Background: an optimization exercise with open tools, aiming at small area. Do not read the settings as production practice. The RTL was checked by simulation tests, not by an equivalence proof against the original design. Power is estimated from default activity; no workload was simulated.

Setup of run 1:
==> flow/design.v (excerpt) <==
module gfte (
    input  wire        clk,
    input  wire        rst,         
    input  wire        hsel,
    input  wire        hwrite,
    input  wire [17:0] haddr,
    input  wire [2:0]  hsize,
    input  wire [31:0] hwdata,
    output reg  [31:0] hrdata,
    output reg         bus_err,
    output reg         tx_valid,
    output reg  [7:0]  tx_data,
    input  wire        tx_ready,
    input  wire        rx_valid,
    input  wire [7:0]  rx_data,
    input  wire        ch_closed,
    input  wire        ch_err,
    input  wire        tick,
    output reg         irq
);
Size: ~2100 cells after synthesis, about 370 flip-flops, about 110 I/O pins, about 0.020 mm2 of cells after synthesis.
export LEC_CHECK = 0
export CAP_MARGIN = 20
export CORE_MARGIN = 2
export CORE_UTILIZATION = 65
export PLACE_DENSITY = 0.75
export SLEW_MARGIN = 20
create_clock -name core_clock -period 25.0 [get_ports {clk}]
standard.sh (not shown) runs the stock make flow with config.mk's settings and CLKGATE_MAP_FILE= SYNTH_SCRIPT=/design/flow/synth_recipe.tcl, a recipe that flattens the netlist after the stock synthesis.
==> flow/flow/run.sh <==
#!/bin/bash
# Layout flow: the standard flow (standard.sh) with three changes:
#  - synthesis maps with area-oriented ABC scripts (flow/my_synth.tcl,
#    flow/area*.abc), several tried and the smallest kept;
#  - the clock tree uses clkbuf_4 leaf clusters and no dummy loads;
#  - port buffers are buf_1 cells.
set -euo pipefail
W=$PWD
export GFTE_ABC_DIR=$W/flow
export GFTE_ABC_CANDS="area1.abc:0 area1.abc:2 area2.abc:0 area4.abc:0 area4.abc:2"
CTS="-sink_clustering_enable -repair_clock_nets -sink_clustering_size 8 -sink_clustering_max_diameter 40 -buf_list sky130_fd_sc_hd__clkbuf_4 -dont_use_dummy_load"
bash standard.sh SYNTH_SCRIPT=$W/flow/my_synth.tcl "CTS_ARGS=$CTS" "BUFFER_PORTS_ARGS=-buffer_cell sky130_fd_sc_hd__buf_1" finish > $W/flow_make.log 2>&1
==> flow/flow/area3.abc <==
strash
&get -n
&deepsyn -T 60
&deepsyn -T 60 -S @SEED@
&put
dch -f
amap -F 6 -A 30
==> flow/flow/area4.abc <==
strash
&get -n
&deepsyn -T 60 -S @SEED@
&nf -p -R 1000
&put
==> flow/flow/my_synth.tcl <==
proc synth {args} { yosys synth -nofsm -noshare {*}$args }
proc abc {args} {
  set i [lsearch -exact $args -script]
  set j [lsearch -exact $args -liberty]
  set lib [lindex $args [expr { $j + 1 }]]
  set tmp $::env(OBJECTS_DIR)
  yosys design -save gfte_pre_abc
  set best_area -1
  set best_seed -1
  foreach cand $::env(GFTE_ABC_CANDS) {
    lassign [split $cand :] file s
    set seed [file rootname $file]_$s
    set template [read [open $::env(GFTE_ABC_DIR)/$file r]]
    set f [open $tmp/gfte_abc_$seed.script w]
    puts $f [string map [list @SEED@ $s] $template]
    close $f
    set a $args
    lset a [expr { $i + 1 }] $tmp/gfte_abc_$seed.script
    yosys design -load gfte_pre_abc
    if { [catch { yosys abc {*}$a } msg] } {
      puts "GFTE abc seed $seed failed: $msg"
      continue
    }
    yosys tee -q -o $tmp/gfte_stat_$seed.txt stat -liberty $lib
    set area -1
    foreach line [split [read [open $tmp/gfte_stat_$seed.txt r]] "\n"] {
      if { [regexp {Chip area for module.*:\s*([0-9.]+)} $line -> v] } { set area $v }
    }
    puts "GFTE abc seed $seed: area $area"
    if { $area > 0 && ($best_area < 0 || $area < $best_area) } {
      set best_area $area
      set best_seed $seed
      yosys design -save gfte_best_abc
    }
  }
  puts "GFTE abc: kept seed $best_seed, area $best_area"
  yosys design -load gfte_best_abc
}
source $::env(SCRIPTS_DIR)/synth.tcl
# left out here: clear keep_hierarchy, flatten, clean up, hide names made inside functions, write 1_2_yosys.v
Other scripts of this flow, unchanged in this note and not shown: flow/flow/area1.abc, flow/flow/area2.abc
Inputs modified between run 1 and run 2:
-- flow/flow/run.sh --
<<< run 1, line 9
export GFTE_ABC_DIR=$W/flow
export GFTE_ABC_CANDS="area1.abc:0 area1.abc:2 area2.abc:0 area4.abc:0 area4.abc:2"
CTS="-sink_clustering_enable -repair_clock_nets -sink_clustering_size 8 -sink_clustering_max_diameter 40 -buf_list sky130_fd_sc_hd__clkbuf_4 -dont_use_dummy_load"
>>> run 2, line 9
export GFTE_ABC_DIR=$W/flow
export GFTE_ABC_CANDS="area2.abc:0"
CTS="-sink_clustering_enable -repair_clock_nets -sink_clustering_size 8 -sink_clustering_max_diameter 40 -buf_list sky130_fd_sc_hd__clkbuf_4 -dont_use_dummy_load"
removed: flow/flow/area4.abc
Notes after the runs:
Run comparison: run 2 source of the critical timing path rx_data[0]; run 1 source of the critical timing path rx_data[3]
Taking run 1 as the reference, in run 2 design area about even; width of the die about even; global-route met2 utilization fell 1.4 points; total standard cell area after synthesis about even.
Changes in run 3 relative to run 2:
# run 2
export LEC_CHECK = 0
export CAP_MARGIN = 20
export CORE_MARGIN = 2
export CORE_UTILIZATION = 65
export PLACE_DENSITY = 0.75
export SLEW_MARGIN = 20
create_clock -name core_clock -period 25.0 [get_ports {clk}]
# run 3
export LEC_CHECK = 0
export CAP_MARGIN = 12
export CORE_MARGIN = 2
export CORE_UTILIZATION = 65
export PLACE_DENSITY = 0.75
export SLEW_MARGIN = 12
create_clock -name core_clock -period 25.0 [get_ports {clk}]
==> flow/flow/area4.abc (new file) <==
strash
&get -n
&deepsyn -T 60 -S @SEED@
&nf -p -R 1000
&put
- Changes observed in run 3 relative to run 2: total wire length after detailed routing about even; minimum hold slack about even; clock-buffer cell count about even.
- Run 2 and run 3 ended up with roughly the same share of cells above drive strength 1.
- Run 3 -> run 2: area after synthesis delta 0, exact match
- Between run 3 and run 2, the clock share of power does not differ in any meaningful way.
## Diff of input files: run 4 against run 3
# run 3
export LEC_CHECK = 0
export CAP_MARGIN = 12
export CORE_MARGIN = 2
export CORE_UTILIZATION = 65
export PLACE_DENSITY = 0.75
export SLEW_MARGIN = 12
create_clock -name core_clock -period 25.0 [get_ports {clk}]
# run 4
export LEC_CHECK = 0
export CAP_MARGIN = 20
export CORE_MARGIN = 2
export CORE_UTILIZATION = 50
export GPL_TIMING_DRIVEN = 0
export PLACE_DENSITY = 0.65
export SLEW_MARGIN = 20
create_clock -name core_clock -period 25.0 [get_ports {clk}]
==> flow/flow/run.sh <==
#!/bin/bash
# Layout flow: the standard flow (standard.sh) with three changes:
#  - synthesis maps with area-oriented ABC scripts (flow/my_synth.tcl,
#    flow/area*.abc), several tried and the smallest kept;
#  - the clock tree uses clkbuf_8 leaf clusters and no dummy loads;
#  - port buffers are buf_1 cells.
set -euo pipefail
W=$PWD
export GFTE_ABC_DIR=$W/flow
export GFTE_ABC_CANDS="area1.abc:2"
CTS="-sink_clustering_enable -repair_clock_nets -sink_clustering_size 14 -sink_clustering_max_diameter 50 -buf_list sky130_fd_sc_hd__clkbuf_8 -dont_use_dummy_load"
bash standard.sh SYNTH_SCRIPT=$W/flow/my_synth.tcl "CTS_ARGS=$CTS" "BUFFER_PORTS_ARGS=-buffer_cell sky130_fd_sc_hd__buf_1" finish > $W/flow_make.log 2>&1
removed: flow/flow/area4.abc
Findings:
Summary of run 4 over run 3: overall die height now sits higher; met3 track utilization from global routing now sits lower.
The top metal layer carrying routed signals comes out met4 in one run and met5 in the other, namely in run 4 and run 3 respectively.
Diff run 3 -> run 4: net switching share of the total power lower; achievable frequency lower.
## Diff of input files: run 5 against run 4
# run 4
export LEC_CHECK = 0
export CAP_MARGIN = 20
export CORE_MARGIN = 2
export CORE_UTILIZATION = 50
export GPL_TIMING_DRIVEN = 0
export PLACE_DENSITY = 0.65
export SLEW_MARGIN = 20
create_clock -name core_clock -period 25.0 [get_ports {clk}]
# run 5
export LEC_CHECK = 0
export CAP_MARGIN = 20
export CORE_MARGIN = 2
export CORE_UTILIZATION = 60
export PLACE_DENSITY = 0.7
export SLEW_MARGIN = 20
create_clock -name core_clock -period 25.0 [get_ports {clk}]
==> flow/flow/run.sh <==
#!/bin/bash
# Layout flow: the standard flow (standard.sh) with three changes:
#  - synthesis maps with area-oriented ABC scripts (flow/my_synth.tcl,
#    flow/area*.abc), several tried and the smallest kept;
#  - the clock tree uses clkbuf_4 leaf clusters and no dummy loads;
#  - port buffers are buf_1 cells.
set -euo pipefail
W=$PWD
export GFTE_ABC_DIR=$W/flow
export GFTE_ABC_CANDS="area1.abc:0 area1.abc:2 area2.abc:0 area4.abc:0 area4.abc:2"
CTS="-sink_clustering_enable -repair_clock_nets -sink_clustering_size 8 -sink_clustering_max_diameter 40 -buf_list sky130_fd_sc_hd__clkbuf_4 -dont_use_dummy_load"
bash standard.sh SYNTH_SCRIPT=$W/flow/my_synth.tcl "CTS_ARGS=$CTS" "BUFFER_PORTS_ARGS=-buffer_cell sky130_fd_sc_hd__buf_1" finish > $W/flow_make.log 2>&1
==> flow/flow/area4.abc (new file) <==
strash
&get -n
&deepsyn -T 60 -S @SEED@
&nf -p -R 1000
&put
removed: flow/flow/area3.abc
--- outcome ---
Final standard cell utilization of the core for run 5 is higher than for run 4. Between run 4 and run 5, worst hold-check slack is higher for run 4, run 5 comes in under that. Routed wire length: run 5 better than run 4. Setup slack: run 5 more than run 4. Cell area | run 5 vs run 4 | run 5 smaller. Run 4 -> run 5: number of nets at the end of the flow increased slightly. Run 5 vs run 4 — routed wire length on met2 dropped by a little under 10%. Of the two values seen for highest metal layer with signal wires, met4 was produced by run 4 and met5 by run 5. Comparing run 4 and run 5, the higher worst clock skew is on run 5. The part of the cycle the worst path needs of run 5 falls short of that of run 4 by 9.8 points. Against run 4, run 5 comes in about 8% higher on critical path depth.
Relative to run 5, the following input files were edited for run 6:
# run 5
export LEC_CHECK = 0
export CAP_MARGIN = 20
export CORE_MARGIN = 2
export CORE_UTILIZATION = 60
export PLACE_DENSITY = 0.7
export SLEW_MARGIN = 20
create_clock -name core_clock -period 25.0 [get_ports {clk}]
# run 6
export LEC_CHECK = 0
export CAP_MARGIN = 20
export CORE_MARGIN = 2
export CORE_UTILIZATION = 50
export PLACE_DENSITY = 0.65
export SLEW_MARGIN = 20
create_clock -name core_clock -period 25.0 [get_ports {clk}]
==> flow/flow/run.sh <==
#!/bin/bash
# Layout flow: the standard flow (standard.sh) with three changes:
#  - synthesis maps with area-oriented ABC scripts (flow/my_synth.tcl,
#    flow/area*.abc), several tried and the smallest kept;
#  - the clock tree uses clkbuf_8 leaf clusters and no dummy loads;
#  - port buffers are buf_1 cells.
set -euo pipefail
W=$PWD
export GFTE_ABC_DIR=$W/flow
export GFTE_ABC_CANDS="area1.abc:0 area1.abc:1 area1.abc:2 area2.abc:0 area2.abc:1 area3.abc:3 area3.abc:5"
CTS="-sink_clustering_enable -repair_clock_nets -sink_clustering_size 14 -sink_clustering_max_diameter 50 -buf_list sky130_fd_sc_hd__clkbuf_8 -dont_use_dummy_load"
bash standard.sh SYNTH_SCRIPT=$W/flow/my_synth.tcl "CTS_ARGS=$CTS" "BUFFER_PORTS_ARGS=-buffer_cell sky130_fd_sc_hd__buf_1" finish > $W/flow_make.log 2>&1
==> flow/flow/area3.abc (new file) <==
strash
&get -n
&deepsyn -T 60
&deepsyn -T 60 -S @SEED@
&put
dch -f
amap -F 6 -A 30
removed: flow/flow/area4.abc
==> run summary <==
- Run 6 vs run 5: clock power up in run 6
- Logic depth of the worst setup path including buffers came out exactly the same in run 6 and run 5.
- Diff run 6 and run 5: part of the cycle the worst path needs lower in run 5
- Changes observed in run 6 relative to run 5: combinational power now sits lower; minimum clock period now larger.

## port drivers added, routing unchanged
The flow's constraints put no driver on any port. The routed layouts listed below were extracted and timed again, unchanged, in two steps. Step 1 (the two cells are an assumption about what drives the block):
set clk [get_ports {clk}]
set_driving_cell -lib_cell sky130_fd_sc_hd__clkbuf_16 $clk
set_driving_cell -lib_cell sky130_fd_sc_hd__buf_2 [delete_from_list [all_inputs] $clk]
Step 2 also shifts input and output timing later by t, the mid clock arrival at the registers, as if the neighbouring blocks saw the same clock. a / b / c = no drivers / after step 1 / after step 2; a / b = the first two.
run | t (ns) | setup WS [ns] | latest minus earliest clock arrival (ns) | worst data-port slew with drivers (ns)
run 1 | 0.885 | 5.125 / 5.128 / 4.244 | 0.146 / 0.147 | 0.15
run 2 | 0.863 | 6.053 / 6.064 / 5.200 | 0.087 / 0.087 | 0.06
run 3 | 0.818 | 5.878 / 5.897 / 5.079 | 0.084 / 0.084 | 0.06
run 4 | 0.681 | 2.803 / 2.781 / 2.100 | 0.067 / 0.066 | 0.09
run 5 | 0.881 | 5.243 / 5.273 / 4.392 | 0.116 / 0.117 | 0.13
run 6 | 0.680 | 5.081 / 5.110 / 4.430 | 0.065 / 0.065 | 0.12
After both steps every run listed still meets setup and hold. The setup slack of run 1, which loses most, moves by +0.003 ns with the drivers and by -0.881 ns with both steps.
